What follows belongs to an exercise in optimizing a design on an open flow for small area; a production flow would make more cautious choices.
In this exercise RTL edits were held to simulation tests only and were not proved equivalent to the original.
The flow treats the clock pin as an ideal source, which a real chip does not have.
Power figures rest on the tool's default switching activity, not on a simulated workload.

==> design.v <==
module dxl2_crc_table (
  input  wire [15:0] crc,
  input  wire [7:0]  b,
  output wire [7:0]  idx,
  output wire [15:0] nxt
);
  wire [7:0] i = crc[15:8] ^ b;
  wire       q = ^i[7:1];             
  wire       p = q ^ i[0];            
  assign idx = i;
  assign nxt = {crc[7] ^ p,
                crc[6:2],
                crc[1] ^ i[7],
                crc[0] ^ i[6] ^ i[7],
                i[5] ^ i[6],
                i[4] ^ i[5],
                i[3] ^ i[4],
                i[2] ^ i[3],
                i[1] ^ i[2],
                i[0] ^ i[1],
                q,
                p};
endmodule
module dxl2_rx (
  input  wire        clk,
  input  wire        rst,         
  input  wire        in_valid,
  input  wire [7:0]  in_byte,
  output wire        p_valid,     
  output wire [7:0]  p_data,
  output wire        f_valid,     
  output wire [2:0]  f_err,       
  output wire [7:0]  f_id,
  output wire [7:0]  f_inst,
  output wire [15:0] f_len,
  output wire [15:0] f_crc,       
  output wire        f_crc_ok     
);
  localparam [3:0] S_IDLE = 4'd0;
  localparam [3:0] S_FF1  = 4'd1;
  localparam [3:0] S_FF2  = 4'd2;
  localparam [3:0] S_H3   = 4'd3;    
  localparam [3:0] S_H4   = 4'd4;    
  localparam [3:0] S_H5   = 4'd5;    
  localparam [3:0] S_H6   = 4'd6;    
  localparam [3:0] S_H7   = 4'd7;    
  localparam [3:0] S_CRCH = 4'd8;    
  localparam [3:0] S_LASTS = 4'd9;   
  localparam [3:0] S_BW0  = 4'd12;
  localparam [3:0] S_BW1  = 4'd13;
  localparam [3:0] S_BW2  = 4'd14;
  localparam [3:0] S_BP   = 4'd15;
  localparam [15:0] CRC_HDR = 16'h0C0E;
  reg  [7:0]  b;           
  reg         v;           
  reg  [3:0]  st;
  reg         esc;         
  reg  [15:0] crc;         
  reg  [15:0] rem;         
  reg  [15:0] len_r;
  reg  [7:0]  id_r;
  reg  [7:0]  inst_r;
  wire [7:0]  idx;
  wire [15:0] crc_next;
  dxl2_crc_table u_crc (.crc(crc), .b(b), .idx(idx), .nxt(crc_next));
  wire b_ff   = (b == 8'hFF);
  wire b_fd   = (b == 8'hFD);
  wire b_00   = (b == 8'h00);
  wire body   = (st == S_BW0 || st == S_BW1 || st == S_BW2 || st == S_BP);
  wire in_len = (st == S_H7) || body;           
  wire rem_hi0 = (rem[15:2] == 14'd0);
  wire rem2   = rem_hi0 && (rem[1:0] == 2'd2);
  wire len01  = (b == 8'h00) && (len_r[7:1] == 7'd0);   
  wire len0   = len01 && !len_r[0];
  wire last   = ((st == S_H6) && len0) || (st == S_CRCH) || (st == S_LASTS);
  wire crc_l  = in_len && rem2;                 
  wire param  = body && !rem2 && !((st == S_BP) && b_fd);
  assign p_valid = v && param;
  assign p_data  = b;
  assign f_valid = v && last;
  wire short  = (st == S_H6) || (st == S_LASTS);
  wire id_bad = (id_r[7:2] == 6'h3F) && id_r[0];
  wire crc_ok = (idx == 8'h00) && (crc[7:0] == rem[15:8]);
  assign f_err    = short  ? 3'd1 :
                    id_bad ? 3'd4 :
                    !crc_ok ? 3'd5 :
                    esc    ? 3'd6 : 3'd0;
  assign f_id     = id_r;
  assign f_inst   = inst_r;
  assign f_len    = len_r;
  assign f_crc    = {b, rem[15:8]};
  assign f_crc_ok = crc_ok;
  reg [3:0] st_n;
  always @(*) begin
    case (st)
      S_IDLE: st_n = b_ff ? S_FF1 : S_IDLE;
      S_FF1:  st_n = b_ff ? S_FF2 : S_IDLE;
      S_FF2:  st_n = b_fd ? S_H3 : b_ff ? S_FF1 : S_IDLE;
      S_H3:   st_n = b_00 ? S_H4 : b_ff ? S_FF1 : S_IDLE;
      S_H4:   st_n = S_H5;
      S_H5:   st_n = S_H6;
      S_H6:   st_n = len01 ? (len_r[0] ? S_LASTS : S_IDLE) : S_H7;
      S_H7:   st_n = rem2 ? S_LASTS : (b_ff ? S_BW1 : S_BW0);
      S_BW0:  st_n = rem2 ? S_CRCH : (b_ff ? S_BW1 : S_BW0);
      S_BW1:  st_n = rem2 ? S_CRCH : (b_ff ? S_BW2 : S_BW0);
      S_BW2:  st_n = rem2 ? S_CRCH : (b_fd ? S_BP : b_ff ? S_BW2 : S_BW0);
      S_BP:   st_n = rem2 ? S_CRCH : (b_ff ? S_BW1 : S_BW0);
      default: st_n = S_IDLE;
    endcase
  end
  always @(posedge clk) begin
    b <= in_byte;
    v <= in_valid && !rst;
    if (v && (st == S_H6 || crc_l))
      rem <= {b, len_r[7:0]};
    else
      rem <= rem - {15'd0, v};
    if (rst) begin
      st <= S_IDLE;
    end else if (v) begin
      st <= st_n;
      if (st == S_H7)
        esc <= 1'b0;
      else if (st == S_BP && (rem2 || !b_fd))
        esc <= 1'b1;
      if (st == S_IDLE || st == S_FF1 || st == S_FF2)
        crc <= CRC_HDR;
      else if (!crc_l)
        crc <= crc_next;
      if (st == S_H4)
        id_r <= b;
      if (st == S_H5)
        len_r[7:0] <= b;
      if (st == S_H5 || st == S_H6)
        len_r[15:8] <= b;
      if (st == S_H7)
        inst_r <= b;
    end
  end
endmodule
==> flow/run.sh <==
#!/bin/bash
# Standard ORFS layout (the standard.sh) with these changes:
#  - synthesis is synth_recipe.tcl as standard.sh runs it (so the registers
#    are the standard synthesis's), but ABC maps the logic with each of the
#    scripts flow/abc_*.script in turn in place of ORFS's abc_speed.script,
#    with adders left to ABC (ADDER_MAP_FILE empty); the netlist with the
#    smallest cell area is kept;
#  - the port buffers are the smallest buffer cell (buf_1);
#  - the clock tree: CTS builds root -> leaf buffers from clkbuf_4 without
#    dummy loads, then flow/clk_rebal.tcl shares the flip-flops out evenly
#    among the leaves and upsizes a leaf whose estimated clock slew is over
#    CLK_SLEW_MAX ns.
# Each make run writes its full output to its own log file here; the ORFS
# tools' logs are under orfs/logs/ (and synth_<script>/ for each synthesis).
set -euo pipefail
here=$PWD
res="$here/orfs/results/$FLOW_PLATFORM/dxl2_rx/base"
rep="$here/orfs/reports/$FLOW_PLATFORM/dxl2_rx/base"
logd="$here/orfs/logs/$FLOW_PLATFORM/dxl2_rx/base"
best=""
best_area=""
for s in "$here"/flow/abc_*.script; do
  name=$(basename "$s" .script)
  rm -rf "$here/scripts_abc"
  cp -r "$FLOW_HOME/scripts" "$here/scripts_abc"
  cp "$s" "$here/scripts_abc/abc_speed.script"
  rm -f "$res"/1_*
  bash standard.sh SCRIPTS_DIR="$here/scripts_abc" ADDER_MAP_FILE= synth > "$here/synth_make_$name.log" 2>&1
  area=$(awk '/Chip area for module/ {print $NF}' "$rep/synth_stat.txt")
  echo "$name: synth area $area" | tee -a "$here/synth_choice.log"
  rm -rf "$here/synth_$name"
  mkdir -p "$here/synth_$name"
  cp -p "$res"/1_* "$here/synth_$name/"
  cp -p "$rep/synth_stat.txt" "$logd/1_2_yosys.log" "$here/synth_$name/"
  if [[ -z "$best" ]] || awk -v a="$area" -v b="$best_area" 'BEGIN { exit !(a < b) }'; then
    best=$name
    best_area=$area
  fi
done
echo "kept: $best ($best_area)" | tee -a "$here/synth_choice.log"
rm -f "$res"/1_*
for f in 1_1_yosys_canonicalize.rtlil 1_2_yosys.v 1_2_yosys.sdc 1_synth.odb 1_synth.sdc; do
  cp -p "$here/synth_$best/$f" "$res/$f"
  touch "$res/$f"
done
cp -p "$here/synth_$best/synth_stat.txt" "$rep/synth_stat.txt"
bash standard.sh BUFFER_PORTS_ARGS="-buffer_cell sky130_fd_sc_hd__buf_1" \
  CTS_ARGS="-sink_clustering_enable -dont_use_dummy_load -root_buf sky130_fd_sc_hd__clkbuf_4 -buf_list sky130_fd_sc_hd__clkbuf_4" \
  POST_CTS_TCL="$here/flow/clk_rebal.tcl" \
  CLK_LEAF_BUF=sky130_fd_sc_hd__clkbuf_4 CLK_ROOT_BUF=sky130_fd_sc_hd__clkbuf_4 CLK_BIG_BUF=sky130_fd_sc_hd__clkbuf_8 CLK_SLEW_MAX=0.110 \
  finish > "$here/layout_make.log" 2>&1
==> flow/abc_ds0.script <==
&get -n
&st
&deepsyn -T 20 -S 0
&dch -f
&nf -R 1000 -p
&put
strash
&get -n
&st
&deepsyn -T 20 -S 0
&dch -f
&nf -R 1000 -p
&put
==> flow/abc_ds1.script <==
&get -n
&st
&deepsyn -T 20 -S 1
&dch -f
&nf -R 1000 -p
&put
strash
&get -n
&st
&deepsyn -T 20 -S 1
&dch -f
&nf -R 1000 -p
&put
==> flow/abc_ds2.script <==
&get -n
&st
&deepsyn -T 20 -S 2
&dch -f
&nf -R 1000 -p
&put
strash
&get -n
&st
&deepsyn -T 20 -S 2
&dch -f
&nf -R 1000 -p
&put
==> flow/abc_f3.script <==
&get -n
&st
&syn2
&dch -f
&nf -R 1000 -p
&st
&syn2
&dch -f
&nf -R 1000 -p
&st
&syn2
&dch -f
&nf -R 1000 -p
&put
==> flow/clk_rebal.tcl <==
# POST_CTS_TCL hook: keep the clock tree CTS made (root buffer -> leaf
# buffers), but share the flip-flops out among the leaves evenly: the sinks
# are split by recursive bisection of their positions (x, then y, ...) into
# as many groups as there are leaves, each leaf buffer moves to the centroid
# of its group, and all clock buffers become $::env(CLK_LEAF_BUF).
set block [ord::get_db_block]
set pnet [$block findNet clk]
proc net_loads {net} {
  set r {}
  foreach it [$net getITerms] { if {[$it isInputSignal]} { lappend r $it } }
  return $r
}
proc out_net {inst} {
  foreach it [$inst getITerms] { if {[$it isOutputSignal]} { return [$it getNet] } }
  return NULL
}
proc it_x {it} { return [lindex [[$it getInst] getLocation] 0] }
proc it_y {it} { return [lindex [[$it getInst] getLocation] 1] }
proc bisect {items n axis} {
  if {$n <= 1} { return [list $items] }
  set key [expr {$axis == 0 ? "it_x" : "it_y"}]
  set s [lsort -command [list apply {{k a b} {expr {[$k $a] - [$k $b]}}} $key] $items]
  set n1 [expr {$n / 2}]
  set h [expr {([llength $s] * $n1) / $n}]
  return [concat [bisect [lrange $s 0 [expr {$h - 1}]] $n1 [expr {1 - $axis}]] \
                 [bisect [lrange $s $h end] [expr {$n - $n1}] [expr {1 - $axis}]]]
}
set roots [net_loads $pnet]
if {[llength $roots] != 1} { error "clk_rebal: expected one root buffer, got [llength $roots]" }
set root [[lindex $roots 0] getInst]
set rnet [out_net $root]
set leaves {}
set sinks {}
foreach it [net_loads $rnet] {
  set inst [$it getInst]
  if {![string match "sky130_fd_sc_hd__clkbuf_*" [[$inst getMaster] getName]]} {
    error "clk_rebal: root drives [$inst getName]"
  }
  lappend leaves $inst
  foreach s [net_loads [out_net $inst]] { lappend sinks $s }
}
set master [[ord::get_db] findMaster $::env(CLK_LEAF_BUF)]
set groups [bisect $sinks [llength $leaves] 0]
set i 0
foreach g $groups {
  set buf [lindex $leaves $i]
  set bnet [out_net $buf]
  set sx 0; set sy 0
  foreach it $g {
    $it disconnect
    $it connect $bnet
    incr sx [it_x $it]; incr sy [it_y $it]
  }
  set n [llength $g]
  $buf swapMaster $master
  $buf setLocation [expr {$sx / $n}] [expr {$sy / $n}]
  puts "clk_rebal: [$buf getName] drives $n sinks"
  incr i
}
$root swapMaster [[ord::get_db] findMaster $::env(CLK_ROOT_BUF)]
detailed_placement
estimate_parasitics -placement
# a leaf whose flip-flops see a clock slew over CLK_SLEW_MAX (ns, estimated
# from placement) is upsized to CLK_BIG_BUF
set big [[ord::get_db] findMaster $::env(CLK_BIG_BUF)]
set n_up 0
foreach buf $leaves {
  set worst 0.0
  foreach it [net_loads [out_net $buf]] {
    set s [get_property [get_pins [$it getName]] slew_max]
    if {$s > $worst} { set worst $s }
  }
  if {$worst > $::env(CLK_SLEW_MAX)} {
    $buf swapMaster $big
    incr n_up
    puts "clk_rebal: [$buf getName] upsized, slew was $worst"
  }
}
if {$n_up > 0} {
  detailed_placement
  estimate_parasitics -placement
}
==> standard.sh <==
#!/bin/bash
# synth_recipe.tcl (not shown) runs the flow's synth.tcl, then flattens the netlist and writes it again
# the make line also repeats each setting of config.mk as NAME=value (left out here)
make -C /OpenROAD-flow-scripts/flow DESIGN_CONFIG=/design/flow/config.mk WORK_HOME=/design/flow/orfs CLKGATE_MAP_FILE= SYNTH_SCRIPT=/design/flow/synth_recipe.tcl "${@:-finish}"
==> config.mk <==
export PLATFORM = sky130hd
export DESIGN_NAME = dxl2_rx
export DESIGN_NICKNAME = dxl2_rx
export VERILOG_FILES = /design/flow/design.v
export SDC_FILE = /design/flow/constraint.sdc
export NUM_CORES = 4
export LEC_CHECK = 0
export CAP_MARGIN = 0
export CORE_MARGIN = 2
export CORE_UTILIZATION = 70
export SLEW_MARGIN = 0
==> constraint.sdc <==
create_clock -name core_clock -period 7.0 [get_ports {clk}]
set_input_delay 1.4000 -clock core_clock [delete_from_list [all_inputs] [get_ports {clk}]]
set_output_delay 1.4000 -clock core_clock [all_outputs]
set_load 0.01 [all_outputs]
==> results of run 1 <==
-- report_power, final --
part           switching, mW  internal (mW)
Clock                  0.125         0.0598
Combinational         0.0879         0.0764
Sequential            0.0641          0.537
-- cell families (layout without fill, tap and decap cells) --
logic type,Yosys count,in the layout,synth area share [%]
AND/OR/NAND/NOR,112,112,16.2
buffers and inverters,25,91,4.70
flip-flops,78,78,62.7
multiplexers,1,1,0.344
XOR/XNOR,27,27,7.22
AO/OA/AOI/OAI,48,48,8.83
-- final timing paths --
path	endpoint	slack, ns
max	f_err[1]	3.06
max reg2reg	rem[14]	4.02
min reg2reg	rem[0]	0.49
min	rem[0]	0.49
-- worst max-delay path: cells and delay by family (launching register included) --
kind,cells,cell delay [ns]
simple gates,4,0.88
flops,1,0.69
xor+xnor,1,0.30
buf+inv,1,0.17
compound gates,1,0.12
-- cells in the final DEF, fill, tap and decap left out --
cell / count
a211oi_1: 2
a21boi_0: 1
a21o_1: 1
a21oi_1: 15
a22o_1: 2
a22oi_1: 1
a311oi_1: 1
a31oi_1: 9
and2_0: 3
and3_1: 1
and4_1: 1
buf_1: 72
buf_4: 1
clkbuf_4: 9
clkinv_1: 9
dfxtp_1: 29
edfxtp_1: 49
mux2_1: 1
nand2_1: 22
nand2b_1: 4
nand3_1: 5
nand4_1: 5
nor2_1: 42
nor2b_1: 1
nor3_1: 11
nor3b_1: 2
nor4_1: 8
nor4b_1: 2
o21ai_0: 10
o21bai_1: 1
o22ai_1: 2
o2bb2ai_1: 1
o31ai_1: 2
or2_0: 2
or3_1: 3
xnor2_1: 19
xor2_1: 8
-- synth_stat cells --
master / n
a211oi_1: 2
a21boi_0: 1
a21o_1: 1
a21oi_1: 15
a22o_1: 2
a22oi_1: 1
a311oi_1: 1
a31oi_1: 9
and2_0: 3
and3_1: 1
and4_1: 1
buf_4: 16
clkinv_1: 9
dfxtp_1: 29
edfxtp_1: 49
mux2_1: 1
nand2_1: 22
nand2b_1: 4
nand3_1: 5
nand4_1: 5
nor2_1: 42
nor2b_1: 1
nor3_1: 11
nor3b_1: 2
nor4_1: 8
nor4b_1: 2
o21ai_0: 10
o21bai_1: 1
o22ai_1: 2
o2bb2ai_1: 1
o31ai_1: 2
or2_0: 2
or3_1: 3
xnor2_1: 19
xor2_1: 8
-- sequential cells by signal, indices dropped and copies added (netlist names) --
register / count
crc: 16
len_r: 16
rem: 16
b: 8
id_r: 8
inst_r: 8
st: 4
esc: 1
v: 1
-- area by class of cell --
cell class	instances	area [µm²]
timing repair buffer	73	278
tap	52	65.1
clock buffer	9	67.6
multi-input combinational	188	1070
sequential	78	2050
fill	297	881
inverter	9	33.8
-- stage by stage --
stage	hold WS, ns	area (µm²)	power, mW
after floorplan	0.440	3270	0.746
after global placement	0.458	3500	0.765
after detailed placement	0.476	3500	0.772
after global routing	0.499	3560	0.999
final	0.494	3560	0.950
-- routing by layer --
layer	part of all wire, %	track usage, %
met1	41	37.9
met2	50	46.6
met5	0	0
met4	1.5	8.02
met3	7.5	8.75
==> results.txt, run 1 <==
final setup fails 0; Placed Cells 400; Critical Path, Cell by Cell xnor2_1, nand4_1, nor4b_1, and3_1, o21ai_0, nor3b_1, buf_1; PwrDens between 200 and 300 nW/µm²; post-synth top area cell edfxtp_1; final max-slew violation count 0; syn_nets roughly 300; final wirelength slightly above 7000 µm; min-delay src rem[0]; worst hold path class reg -> reg; Die Width 72.4 µm; Pre-antenna DRT Iters 5; Detailed Route Iter0 Violations roughly 320; top cells by area, synth edfxtp_1, dfxtp_1, xnor2_1; hold-critical path depth 2; Reg-to-Reg Start rem[2]; max frequency ~0.25 GHz; Tmin final approximately 3.9 ns; synthesized instance count 291; routed len/inst around 18 µm; Synth Register Bits 78; Max Cap Viol 0; num rows 24; post-route core utilization 80.2%; post-route ant nets 0; post-synth top area share between 40% and 50%; Post-Syn Area between 3000 and 4000 µm²; synth unique cells 35; Final TNS setup 0 ns; Worst EP required approximately 5.6 ns; # DRC 0; final hold vios 0; vias roughly 2500; CP arrival around 2.5 ns; Die Y-Extent about 72 µm; slowest cell on the critical path dfxtp_1; CTS Sinks between 70 and 80; Crit Path Category reg -> out; Worst path max stage delay roughly 0.69 ns; setup ws final about 3.1 ns; Seq/Total Area, Yosys between 60 and 70%; pre-CTS WS about 3.5 ns; vias per cell approximately 6.1; Crit Path Max Fanout 14; later-pin clock latency in the skew report 0.41 ns; RSZ-0062 raised after global routing no; initial antenna violation count 0; core area 4440 µm²; outcome complete, no violations; CTS tree built; first-pass GRT wire length roughly 11000 µm; gp weighted congestion 0.889; relative slew slack between 20% and 30%; port bufs 72; die area 5240 µm²; share of cells above drive strength 1 under 10%; Setup Skew roughly 0.02 ns; syn avg cell area about 11 µm²; Max VDD drop 0.248 mV; grt ovf 0; Lkg Pwr ~1.1 nW; Worst Max-Slew Pin Slew roughly 1.1 ns; Starting Density between 70% and 80%; CP Launch Type flop; largest net degree at the start of global routing 31; DPL Wire Length about 5000 µm; gr usage total between 20 and 30%; # diodes 0; worst reg-to-reg path cell count 6; CP Launch Point b[1]; Layout Cells excl Fill 409; Synth warnings 1; Setup crit end kind output pin; number of global-route vias before repair between 2000 and 2500; Nets 370; CTS clk-pin slew, worst paths ~0.1 ns; area grow syn2layout 8.87%; period utilisation layout 56.3%; io pins 73
==> inputs of run 2 (changes only) <==
--- a/config.mk
+++ b/config.mk
@@ -7,5 +7,5 @@
 export LEC_CHECK = 0
-export CAP_MARGIN = 0
+export CAP_MARGIN = 20
 export CORE_MARGIN = 2
 export CORE_UTILIZATION = 70
-export SLEW_MARGIN = 0
+export SLEW_MARGIN = 20
==> run 2 against run 1 <==
Against the previous run:
- sequential power is essentially flat
- first-iteration DRC count shrank 5.6%
- via count shrank 0.48%
- non-clock buffer count rose by 1
- routed wire length is essentially flat
- critical endpoint unchanged
==> results.txt, run 2 <==
max frequency between 0.2 and 0.3 GHz; outcome complete, no violations; first-pass GRT wire length between 10000 and 15000 µm; port bufs a little over 70; core area 4440 µm²; FF-to-FF End rem[13]; vias about 2500; post-route core utilization approximately 80%; pre-CTS WS approximately 3.5 ns; PnR Total Power 0.950 mW; Critical Path, Cell by Cell xnor2_1, nand4_1, nor4b_1, and3_1, o21ai_0, nor3b_1, buf_1; Worst EP required roughly 5.6 ns; Detailed Route Iter0 Violations approximately 300; Clk pwr share between 10% and 20%; hold-critical path depth 2; fill count 293; setup ws final 3.05 ns; top-count cell post-synth edfxtp_1; number of global-route vias before repair 2195; Die Width about 72 µm; Max VDD drop around 0.25 mV; largest registers crc: 16 flops, len_r: 16 flops, rem: 16 flops; switching power total 0.277 mW; num rows 24; Reg-to-Reg Start v; Post-synth ARST share 0%; most common flop cell mapped by yosys edfxtp_1; relative slew slack a little under a third; CP Launch Type flop; Post-Syn Area 3270 µm²; final setup fails 0; gp weighted congestion 0.889; routed len/inst approximately 17 µm; die area between 5000 and 6000 µm²; worst hold path class reg -> reg; Max Cap Viol 0; grt ovf 0; Synth Area in Adders 0%; Comb power frac around 17%; CP Launch Point b[1]; worst reg-to-reg path cell count 9; final wirelength roughly 7200 µm; min-delay src rem[0]; DPL Wire Length 5040 µm; CTS tree built; vias per cell roughly 6; syn avg cell area 11.2 µm²; Seq/Total Area, Yosys between 60% and 70%; post-route cell area roughly 3600 µm²; largest family of logic cells by synthesized area simple AND/OR/NAND/NOR gates; worst hold endpoint rem[0]; Worst path max stage delay 0.70 ns; synthesized instance count approximately 290; Int Power just under 0.7 mW; Setup Skew ~0.021 ns; RSZ-0062 raised after global routing no; Crit Path Max Fanout 14; post-route ant nets 0; most common cell after layout, fill and taps aside buf_1; largest net degree at the start of global routing 31; Sw Ratio 29.2%; synth cell count leaders edfxtp_1, nor2_1, dfxtp_1; post-synth top area share around 45%; final hold vios 0; slowest cell on the critical path dfxtp_1; initial antenna violation count 0; io pins 73; Synth Area in XOR/XNOR under 10%; EDFF count, synth 49; share of cells above drive strength 1 roughly 3.6%; synth unique cells 35; PwrDens 265 nW/µm²; post-synthesis compound-gate area fraction roughly 9%; Final TNS setup 0 ns; # diodes 0; most frequent cells in the layout buf_1, edfxtp_1, nor2_1, dfxtp_1, nand2_1; Nets roughly 370; Synth Register Bits a little under 80; gr usage total around 29%; CP arrival around 2.6 ns; Synth warnings 1; # DRC 0; period utilisation layout a little under three fifths; Reg power frac 63.3%; Synth Area in Simple Gates between 15 and 20%; final max-slew violation count 0; DP Area approximately 3500 µm²; Worst Max-Slew Pin Slew about 1.0 ns; syn_nets 302; R2R Setup Slk 4.01 ns; Starting Density between 70% and 80%; Die Y-Extent ~72 µm; Lkg Pwr about 1.1 nW; Pre-antenna DRT Iters 5; CTS Sinks between 70 and 80; Setup crit end kind output pin; top cells by area, synth edfxtp_1, dfxtp_1, xnor2_1; CTS clk-pin slew, worst paths ~0.10 ns; later-pin clock latency in the skew report between 0.4 and 0.5 ns; Crit Path Category reg -> out; post-synth top area cell edfxtp_1; area grow syn2layout 9.33%; mux share of post-synthesis cell area less than 1%; Tmin final 3.95 ns
## run 2: metal layers
layer	vias to the layer above	GRT usage [%]	part of all wire, %
met4	0	8.02	1.1
li1	1169	-	-
met2	115	46.6	49
met5	-	0	0
met3	8	8.75	7.3
met1	1204	37.9	42
## run 2: critical path: cells and delay by family, from the launching register on
family	cells	cell delay (ns)
compound gates	1	0.12
xor+xnor	1	0.30
buf+inv	1	0.17
simple gates	4	0.87
flops	1	0.70
## run 2: how the worst max path moves through the flow
| stage | slack, ns | endpoint | cells after the start |
|---|---|---|---|
| finish | 3.05 | f_err[1] | 7 |
| global route | 2.88 | f_err[1] | 7 |
| detailed placement | 3.49 | f_err[1] | 7 |
| global placement | 3.62 | f_err[1] | 7 |
| floorplan | 3.69 | f_err[1] | 6 |
## run 2: power groups by stage
stage / registers [mW] / clock network, mW / logic [mW]
5_1_grt: 0.609 / 0.207 / 0.183
3_5_place_dp: 0.610 / 0 / 0.162
2_1_floorplan: 0.593 / 0 / 0.153
3_3_place_gp: 0.608 / 0 / 0.157
6_report: 0.601 / 0.185 / 0.164
## run 2: final cells by class
cell class / instances / area [µm²] / area share, %
Sequential cell: 78 / 2050 / 57.3
Inverter: 9 / 33.8 / 0.944
Multi-Input combinational cell: 188 / 1080 / 30.1
Timing Repair Buffer: 74 / 283 / 7.90
Tap cell: 52 / 65.1 / 1.82
Clock buffer: 9 / 67.6 / 1.89
## run 2: cells by family (layout without fill, tap and decap cells)
logic type	Yosys count	after routing
and+or+nand+nor	112	112
DFF	78	78
AOI/OAI and AO/OA	48	48
xor gates and xnor gates	27	27
buffers and inverters	25	92
muxes	1	1
## run 2: through the flow
stage	hold WS [ns]	cells
6_report	0.494	410
3_5_place_dp	0.476	400
3_3_place_gp	0.458	400
2_1_floorplan	0.440	291
5_1_grt	0.499	410
==> inputs of run 3 (changes only) <==
--- a/config.mk
+++ b/config.mk
@@ -9,3 +9,3 @@
 export CORE_MARGIN = 2
-export CORE_UTILIZATION = 70
+export CORE_UTILIZATION = 80
 export SLEW_MARGIN = 20
==> run 3 against run 2 <==
Against the previous run:
- sequential share of layout area barely moved
- utilization grew 9.5 points
- via count up 8.1%
- non-clock buffer count decreased by 1
- sequential power is essentially flat
- cell count down 0.73%
- critical path type unchanged
- critical path depth did not move
- global-route usage grew 11 points
- maximum frequency fell by 2.6%
==> results.txt, run 3 <==
outcome complete, no violations; most frequent cells in the layout buf_1, edfxtp_1, nor2_1, dfxtp_1, nand2_1; first-pass GRT wire length 12300 µm; final hold slack 0.503 ns; PwrDens around 270 nW/µm²; synth unique cells 35; gr usage total about two fifths; CP Buf/Inv Count 1; synthesized instance count about 290; grt ovf 0; CP arrival ~2.7 ns; syn_nets between 300 and 400; Final TNS setup 0 ns; final max-slew violation count 0; fill count between 150 and 200; num rows 23; # diodes 0; max frequency about 0.25 GHz; Post-synth ARST share 0%; io pins 73; EDFF count, synth a little under 50; routed len/inst 20.8 µm; port bufs 72; post-synth top area share between 40% and 50%; post-route cell area around 3600 µm²; Post-Syn Area 3270 µm²; initial antenna violation count 0; syn avg cell area 11.2 µm²; most common flop cell mapped by yosys edfxtp_1; M2 GR Usage 64.8%; largest registers crc: 16 flops, len_r: 16 flops, rem: 16 flops; vias per cell ~6.6; CTS Sinks 78; Die Width ~68 µm; slowest cell on the critical path xnor2_1; top cells by area, synth edfxtp_1, dfxtp_1, xnor2_1; Starting Density between 80% and 90%; CP Launch Type flop; top-count cell post-synth edfxtp_1; CTS tree built; Pre-antenna DRT Iters 5; largest net degree at the start of global routing 31; Max VDD drop 0.212 mV; share of cells above drive strength 1 ~3.6%; # DRC 0; Detailed Route Iter0 Violations around 520; worst hold path class reg -> reg; Die Y-Extent 68.0 µm; CTS clk-pin slew, worst paths 0.10 ns; Top delay family on crit path simple AND/OR/NAND/NOR gates; Setup crit end kind output pin; Worst Max-Slew Pin Slew approximately 1.0 ns; vias 2697; Crit Path Category reg -> out; Max Cap Viol 0; final wirelength about 8500 µm; Lkg Pwr between 1 and 1.5 nW; later-pin clock latency in the skew report approximately 0.4 ns; area grow syn2layout 9.25%; Nets 370; Synth warnings 1; Worst EP required 5.60 ns; Seq/Total Area, Yosys a little over three fifths; Setup Skew between 0.02 and 0.025 ns; met3 Resource Use GR between 10% and 20%; Worst path max stage delay slightly below 0.5 ns; gp weighted congestion approximately 1; RSZ-0062 raised after global routing no; synth cell count leaders edfxtp_1, nor2_1, dfxtp_1; post-route core utilization 90.0%; DP Area approximately 3500 µm²; final setup fails 0; Crit Path Max Fanout 10; DPL Wire Length approximately 5700 µm; global routing's busiest layer met2; Tmin final between 4 and 5 ns; post-route ant nets 0; Critical Path, Cell by Cell xnor2_1, nand4_1, nor4b_1, and3_1, o21ai_0, nor3b_1, buf_1; period utilisation layout about 58%; most common cell after layout, fill and taps aside buf_1; die area roughly 4600 µm²; final hold vios 0; post-synth top area cell edfxtp_1; Synth Register Bits slightly below 80; relative slew slack roughly 30%; number of global-route vias before repair approximately 2300; GR Util met1 45.4%; core area about 4000 µm²
[run 3: cell families after synthesis]
kind of cell    count (synthesis)  synth area share [%]
compound gates                 48                  8.83
simple gates                  112                  16.2
flops                          78                  62.7
mux                             1                 0.344
xor+xnor                       27                  7.22
buf+inv                        25                  4.70
[run 3: power by group]
group | internal (mW) | switching (mW)
sequential | 0.537 | 0.0672
clock | 0.0598 | 0.125
combinational | 0.0763 | 0.0943
total | 0.673 | 0.287
[run 3: path summary, 6_finish.rpt]
kind / from / to / slack, ns / cells past startpoint
setup / recovery: b[2] / f_err[1] / 2.95 / 7
hold / removal: rem[0] / rem[0] / 0.50 / 2
setup reg to reg: rem[2] / rem[14] / 3.83 / 6
hold reg to reg: rem[0] / rem[0] / 0.50 / 2
[run 3: layer usage]
layer	wire, µm	share of wire [%]
met5	0	0
met3	873	10
met2	4350	51
met4	435	5.1
met1	2800	33
[run 3: through the flow]
step	setup WS (ns)	cells	power, mW
after global placement	3.66	398	0.764
final	2.95	407	0.960
after detailed placement	3.48	398	0.777
after global routing	2.71	407	0.996
after floorplan	3.69	291	0.746
[run 3: cell type report]
class	instances	area, µm²	area share [%]
Sequential cell	78	2050	57.4
Tap cell	50	62.6	1.75
Timing Repair Buffer	73	278	7.77
Multi-Input combinational cell	188	1080	30.3
Inverter	9	33.8	0.945
Clock buffer	9	67.6	1.89
[run 3: worst register-to-register path: cells and delay by family (launching register included)]
| kind | cells | cell delay [ns] |
|---|---|---|
| muxes | 1 | 0.55 |
| AOI/OAI and AO/OA | 2 | 0.62 |
| DFF | 1 | 0.36 |
| and+or+nand+nor | 3 | 1.53 |
==> inputs of run 4 (changes only) <==
--- a/flow/run.sh
+++ b/flow/run.sh
@@ -49,3 +49,3 @@
   POST_CTS_TCL="$here/flow/clk_rebal.tcl" \
-  CLK_LEAF_BUF=sky130_fd_sc_hd__clkbuf_4 CLK_ROOT_BUF=sky130_fd_sc_hd__clkbuf_4 CLK_BIG_BUF=sky130_fd_sc_hd__clkbuf_8 CLK_SLEW_MAX=0.110 \
+  CLK_LEAF_BUF=sky130_fd_sc_hd__clkbuf_4 CLK_ROOT_BUF=sky130_fd_sc_hd__clkbuf_2 CLK_BIG_BUF=sky130_fd_sc_hd__clkbuf_8 CLK_SLEW_MAX=0.110 \
   finish > "$here/layout_make.log" 2>&1
--- a/config.mk
+++ b/config.mk
@@ -9,3 +9,3 @@
 export CORE_MARGIN = 2
-export CORE_UTILIZATION = 80
+export CORE_UTILIZATION = 70
 export SLEW_MARGIN = 20
==> run 4 against run 3 <==
Against the previous run:
- worst setup slack worse by 0.0080 ns
- cell area unchanged
- clock skew decreased by 0.0025 ns
- largest power group unchanged
- sequential share of layout area did not move
- combinational power shrank 4%
- synthesized cell count did not move
- highest routed layer unchanged
- critical path type unchanged
- routed wire length decreased by 15%
- die area grew 13%
- utilization fell by 9.6 points
- area after synthesis stayed put
==> results.txt, run 4 <==
Die Y-Extent slightly above 70 µm; relative slew slack between 30% and 40%; largest net degree at the start of global routing 31; Placed Cells 400; Pre-antenna DRT Iters 5; PwrDens 265 nW/µm²; die area around 5200 µm²; worst hold endpoint rem[0]; core area 4440 µm²; Crit Path Max Fanout 14; most common cell after layout, fill and taps aside buf_1; max frequency ~0.25 GHz; Post-Syn Area between 3000 and 4000 µm²; syn_nets 302; Worst Max-Slew Pin Slew 1.05 ns; Detailed Route Iter0 Violations between 200 and 300; hold-critical path depth 2; Setup crit end kind output pin; gp weighted congestion 0.889; final hold vios 0; worst hold path class reg -> reg; final setup fails 0; Reg power frac ~64%; initial antenna violation count 0; share of cells above drive strength 1 about 3.6%; CTS clk-pin slew, worst paths roughly 0.10 ns; routed len/inst between 15 and 20 µm; most common flop cell mapped by yosys edfxtp_1; Post-synth ARST share 0%; io pins between 70 and 80; period utilisation layout approximately 58%; first-pass GRT wire length between 10000 and 15000 µm; Max Cap Viol 0; Setup Skew 0.0211 ns; Comb power frac between 15 and 20%; slowest cell on the critical path dfxtp_1; final wirelength approximately 7000 µm; # diodes 0; PnR Total Power about 0.95 mW; CTS Sinks slightly below 80; post-synth top area share 45.0%; CTS tree built; outcome complete, no violations; RSZ-0062 raised after global routing no; later-pin clock latency in the skew report 0.49 ns; area grow syn2layout 9.25%; number of global-route vias before repair between 2000 and 2500; Worst EP required ~5.6 ns; Clk pwr share between 10% and 20%; synth cell count leaders edfxtp_1, nor2_1, dfxtp_1; post-synth top area cell edfxtp_1; Final TNS setup 0 ns; CP Launch Type flop; R2R Setup Slk approximately 4.0 ns; vias per cell a little over 6; multi-input logic area 1080 µm²; Nets approximately 370; grt ovf 0; Synth warnings 1; Critical Path, Cell by Cell xnor2_1, nand4_1, nor4b_1, and3_1, o21ai_0, nor3b_1, buf_1; synthesized instance count roughly 290; Crit Path Category reg -> out; worst reg-to-reg path cell count 6; final hold slack between 0.4 and 0.5 ns; gr usage total roughly 29%; syn avg cell area approximately 11 µm²; Die Width just over 70 µm; Max VDD drop between 0.2 and 0.3 mV; final max-slew violation count 0; min-delay src rem[0]; Seq/Total Area, Yosys 62.7%; Sw Ratio between 20% and 30%; DPL Wire Length approximately 5000 µm; Worst path max stage delay between 0.7 and 0.8 ns; Reg-to-Reg Start rem[2]; EDFF count, synth about 50; Lkg Pwr 1.15 nW; vias between 2000 and 3000; # DRC 0; most frequent cells in the layout buf_1, edfxtp_1, nor2_1, dfxtp_1, nand2_1; num rows 24; Int Power between 0.6 and 0.7 mW; flip-flop and latch area approximately 2100 µm²; CP arrival 2.66 ns; fill count between 200 and 300; post-route ant nets 0; synth unique cells 35; switching power total roughly 0.28 mW; Synth Register Bits around 80; Tmin final just over 4 ns; Layout Cells excl Fill 410; top cells by area, synth edfxtp_1, dfxtp_1, xnor2_1; FF-to-FF End rem[14]; largest registers crc: 16 flops, len_r: 16 flops, rem: 16 flops; port bufs a little over 70; top-count cell post-synth edfxtp_1; Starting Density about 74%
[run 4: cell counts after synthesis]
Identical to the previous run, type by type.
[run 4: layout make-up]
type                    instances  share of cell area (%)
inverters                       9                   0.945
flip-flops and latches         78                    57.4
clock buffers                   9                    1.82
repair buffers                 74                    7.91
multi-input cells             188                    30.1
well taps                      52                    1.82
[run 4: worst max path at each step]
| stage | startpoint | to | slack [ns] | depth (start not counted) |
|---|---|---|---|---|
| 6_report | b[1] | f_err[1] | 2.94 | 7 |
| 3_5_place_dp | b[1] | f_err[1] | 3.49 | 7 |
| 3_3_place_gp | b[1] | f_err[1] | 3.62 | 7 |
| 5_1_grt | b[1] | f_err[1] | 2.79 | 7 |
| 2_1_floorplan | b[1] | f_err[1] | 3.69 | 6 |
[run 4: metal layers]
layer | global-route usage (%) | part of all wire [%]
met5 | 0 | 0
met4 | 8.02 | 1.5
met3 | 8.75 | 7.4
met2 | 46.6 | 50
met1 | 37.9 | 41
[run 4: critical path: cells and delay by family, from the launching register on]
kind / cells / cell delay (ns)
DFF: 1 / 0.71
buffers and inverters: 1 / 0.17
xor gates and xnor gates: 1 / 0.30
and+or+nand+nor: 4 / 0.88
AOI/OAI and AO/OA: 1 / 0.12
[run 4: stage by stage]
stage / area, µm² / setup slack, ns / utilization, %
final: 3580 / 2.94 / 80.5
after global routing: 3580 / 2.79 / 80.5
after global placement: 3500 / 3.62 / 78.7
after detailed placement: 3500 / 3.49 / 78.7
after floorplan: 3270 / 3.69 / -
[run 4: logic make-up after synthesis]
family	after synthesis	share of synthesized area, %
buf+inv	25	4.70
compound gates	48	8.83
mux	1	0.344
xor+xnor	27	7.22
simple gates	112	16.2
flops	78	62.7
[run 4: power by group through the flow]
stage	sequential, mW	clock, mW	combinational, mW
6_report	0.601	0.182	0.164
5_1_grt	0.609	0.203	0.183
3_5_place_dp	0.610	0	0.162
3_3_place_gp	0.608	0	0.157
2_1_floorplan	0.593	0	0.153
==> inputs of run 5 (changes only) <==
--- a/flow/run.sh
+++ b/flow/run.sh
@@ -11,3 +11,3 @@
 #    among the leaves and upsizes a leaf whose estimated clock slew is over
-#    CLK_SLEW_MAX ns.
+#    CLK_SLEW_MAX ns; the root buffer becomes clkbuf_2.
 # Each make run writes its full output to its own log file here; the ORFS
==> run 5 against run 4 <==
Against the previous run:
- still clean on timing, DRC and antenna
- worst setup slack unchanged
- worst hold slack unchanged
- via count unchanged
- count of clock-buffer cells in the layout unchanged
- sequential power about the same
- cell count unchanged
- power unchanged
- critical path depth unchanged
- combinational power about the same
- utilization unchanged
- routed wire length unchanged
- critical path type unchanged
- critical endpoint unchanged
- largest power group unchanged
==> results.txt, run 5 <==
Post-synth ARST share 0%; Worst path max stage delay a little over 0.7 ns; vias roughly 2500; CP Buf/Inv Count 1; largest net degree at the start of global routing 31; synthesized instance count a little under 300; Max Cap Viol 0; initial antenna violation count 0; routed len/inst 17.5 µm; largest registers crc: 16 flops, len_r: 16 flops, rem: 16 flops; DP Area 3500 µm²; hold-critical path depth 2; final max-slew violation count 0; switching power total 0.278 mW; post-route cell area about 3600 µm²; top-count cell post-synth edfxtp_1; Worst EP required 5.60 ns; Sw Ratio between 20 and 30%; Setup Skew roughly 0.021 ns; critical path depth 7; Synth Area in Simple Gates around 16%; gr usage total ~29%; PwrDens ~260 nW/µm²; Int Power between 0.6 and 0.7 mW; Crit Path Max Fanout 14; most common cell after layout, fill and taps aside buf_1; Die Y-Extent slightly above 70 µm; Synth Area in XOR/XNOR under 10%; final setup fails 0; Synth Area in Adders 0%; num rows 24; share of cells above drive strength 1 between 3 and 4%; period utilisation layout between 50 and 60%; CTS Sinks 78; Lkg Pwr between 1 and 1.5 nW; post-route ant nets 0; # DRC 0; Final TNS setup 0 ns; max frequency ~0.25 GHz; post-synth top area cell edfxtp_1; final wirelength between 7000 and 8000 µm; CTS tree built; Crit Path Category reg -> out; Layout Cells excl Fill 410; Placed Cells 400; outcome complete, no violations; worst reg-to-reg path cell count 6; Tmin final about 4 ns; first-pass GRT wire length between 10000 and 15000 µm; post-synthesis compound-gate area fraction under 10%; grt ovf 0; # diodes 0; most frequent cells in the layout buf_1, edfxtp_1, nor2_1, dfxtp_1, nand2_1; Synth Register Bits 78; Comb power frac approximately 17%; relative slew slack 30.2%; DPL Wire Length 5040 µm; vias per cell 6.15; Setup crit end kind output pin; Starting Density between 70% and 80%; Nets 371; synth unique cells 35; most common flop cell mapped by yosys edfxtp_1; CP Launch Type flop; Post-Syn Area about 3300 µm²; RSZ-0062 raised after global routing no; gp weighted congestion 0.889; fill count between 200 and 300; core area roughly 4400 µm²; Critical Path, Cell by Cell xnor2_1, nand4_1, nor4b_1, and3_1, o21ai_0, nor3b_1, buf_1; Synth warnings 1; Detailed Route Iter0 Violations 295; syn_nets 302; top cells by area, synth edfxtp_1, dfxtp_1, xnor2_1; port bufs 72; Seq/Total Area, Yosys between 60% and 70%; die area roughly 5200 µm²; io pins 73; later-pin clock latency in the skew report between 0.4 and 0.5 ns; CTS clk-pin slew, worst paths ~0.1 ns; number of global-route vias before repair between 2000 and 2500; post-synth top area share ~45%; Die Width approximately 72 µm; Clk pwr share roughly a fifth; Pre-antenna DRT Iters 5; Top delay family on crit path simple AND/OR/NAND/NOR gates; largest family of logic cells by synthesized area simple AND/OR/NAND/NOR gates; EDFF count, synth 49; worst hold path class reg -> reg; syn avg cell area 11.2 µm²; Reg power frac 63.5%; CP arrival between 2 and 3 ns; mux share of post-synthesis cell area 0.344%; area grow syn2layout 9.25%; Worst Max-Slew Pin Slew around 1.0 ns; Max VDD drop between 0.2 and 0.3 mV; slowest cell on the critical path dfxtp_1; final hold vios 0; synth cell count leaders edfxtp_1, nor2_1, dfxtp_1
-- run 5: cell counts in the layout (fill, tap and decap cells not counted) --
No cell type changed its count.
-- run 5: per-layer routing --
layer	up-vias	global-route usage, %	routed length, µm
met2	117	46.6	3570
met4	0	8.02	106
met3	13	8.75	535
met1	1217	37.9	2970
met5	-	0	0
li1	1173	-	-
-- run 5: through the flow --
step | power (mW) | utilization (%) | hold slack [ns] | setup slack, ns
final | 0.947 | 80.5 | 0.494 | 2.94
after global routing | 0.996 | 80.5 | 0.499 | 2.79
after detailed placement | 0.772 | 78.7 | 0.476 | 3.49
after global placement | 0.765 | 78.7 | 0.458 | 3.62
after floorplan | 0.746 | - | 0.440 | 3.69
-- run 5: tightest hold or removal path, stage by stage (launching register included) --
cell and delay [ns]:
dfxtp_1 0.33, clkinv_1 0.05, o21ai_0 0.07
-- run 5: layout make-up --
class | count | area (µm²) | share of cell area [%]
inverters | 9 | 33.8 | 0.945
repair buffers | 74 | 283 | 7.91
multi-input cells | 188 | 1080 | 30.1
clock buffers | 9 | 65.1 | 1.82
flip-flops and latches | 78 | 2050 | 57.4
well taps | 52 | 65.1 | 1.82
-- run 5: logic make-up (layout without fill, tap and decap cells) --
| family | after synthesis | count (layout) |
|---|---|---|
| flip-flops | 78 | 78 |
| AND/OR/NAND/NOR | 112 | 112 |
| multiplexers | 1 | 1 |
| AO/OA/AOI/OAI | 48 | 48 |
| XOR/XNOR | 27 | 27 |
| buffers and inverters | 25 | 92 |
-- run 5: worst paths after layout --
path              startpoint        to  slack, ns
setup / recovery        b[1]  f_err[1]       2.94
hold / removal        rem[0]    rem[0]       0.49
setup reg to reg      rem[2]   rem[14]       4.00
hold reg to reg       rem[0]    rem[0]       0.49
-- run 5: power groups by stage --
| stage | Sequential (mW) | Combinational (mW) | Clock [mW] |
|---|---|---|---|
| 2_1_floorplan | 0.593 | 0.153 | 0 |
| 3_3_place_gp | 0.608 | 0.157 | 0 |
| 3_5_place_dp | 0.610 | 0.162 | 0 |
| 5_1_grt | 0.609 | 0.183 | 0.203 |
| 6_report | 0.601 | 0.164 | 0.182 |

## what the ideal ports hide
Ports are ideal in the flow. The routed layouts listed here were re-timed in OpenROAD. Step 1: set_driving_cell puts a clkbuf_16 on clk and a buf_2 on each other input, an assumption about the parent block. Step 2, shift: input delay + t, output delay - t, t = (earliest + latest rising clock arrival at the registers) / 2. This alone moves slack from input paths to output paths. Three values: ideal ports, drivers, drivers and shift; two values: the first two.
| run | shift t [ns] | setup slack, ns | worst register clock-pin slew, ns |
|---|---|---|---|
| run 1 | 0.427 | 3.058 / 3.032 / 3.459 | 0.11 / 0.11 |
| run 2 | 0.421 | 3.055 / 3.029 / 3.451 | 0.11 / 0.11 |
| run 3 | 0.429 | 2.950 / 2.922 / 3.352 | 0.11 / 0.11 |
| run 4 | 0.504 | 2.942 / 2.918 / 3.421 | 0.11 / 0.11 |
| run 5 | 0.504 | 2.942 / 2.918 / 3.421 | 0.11 / 0.11 |
After both steps every run listed still meets setup and hold.
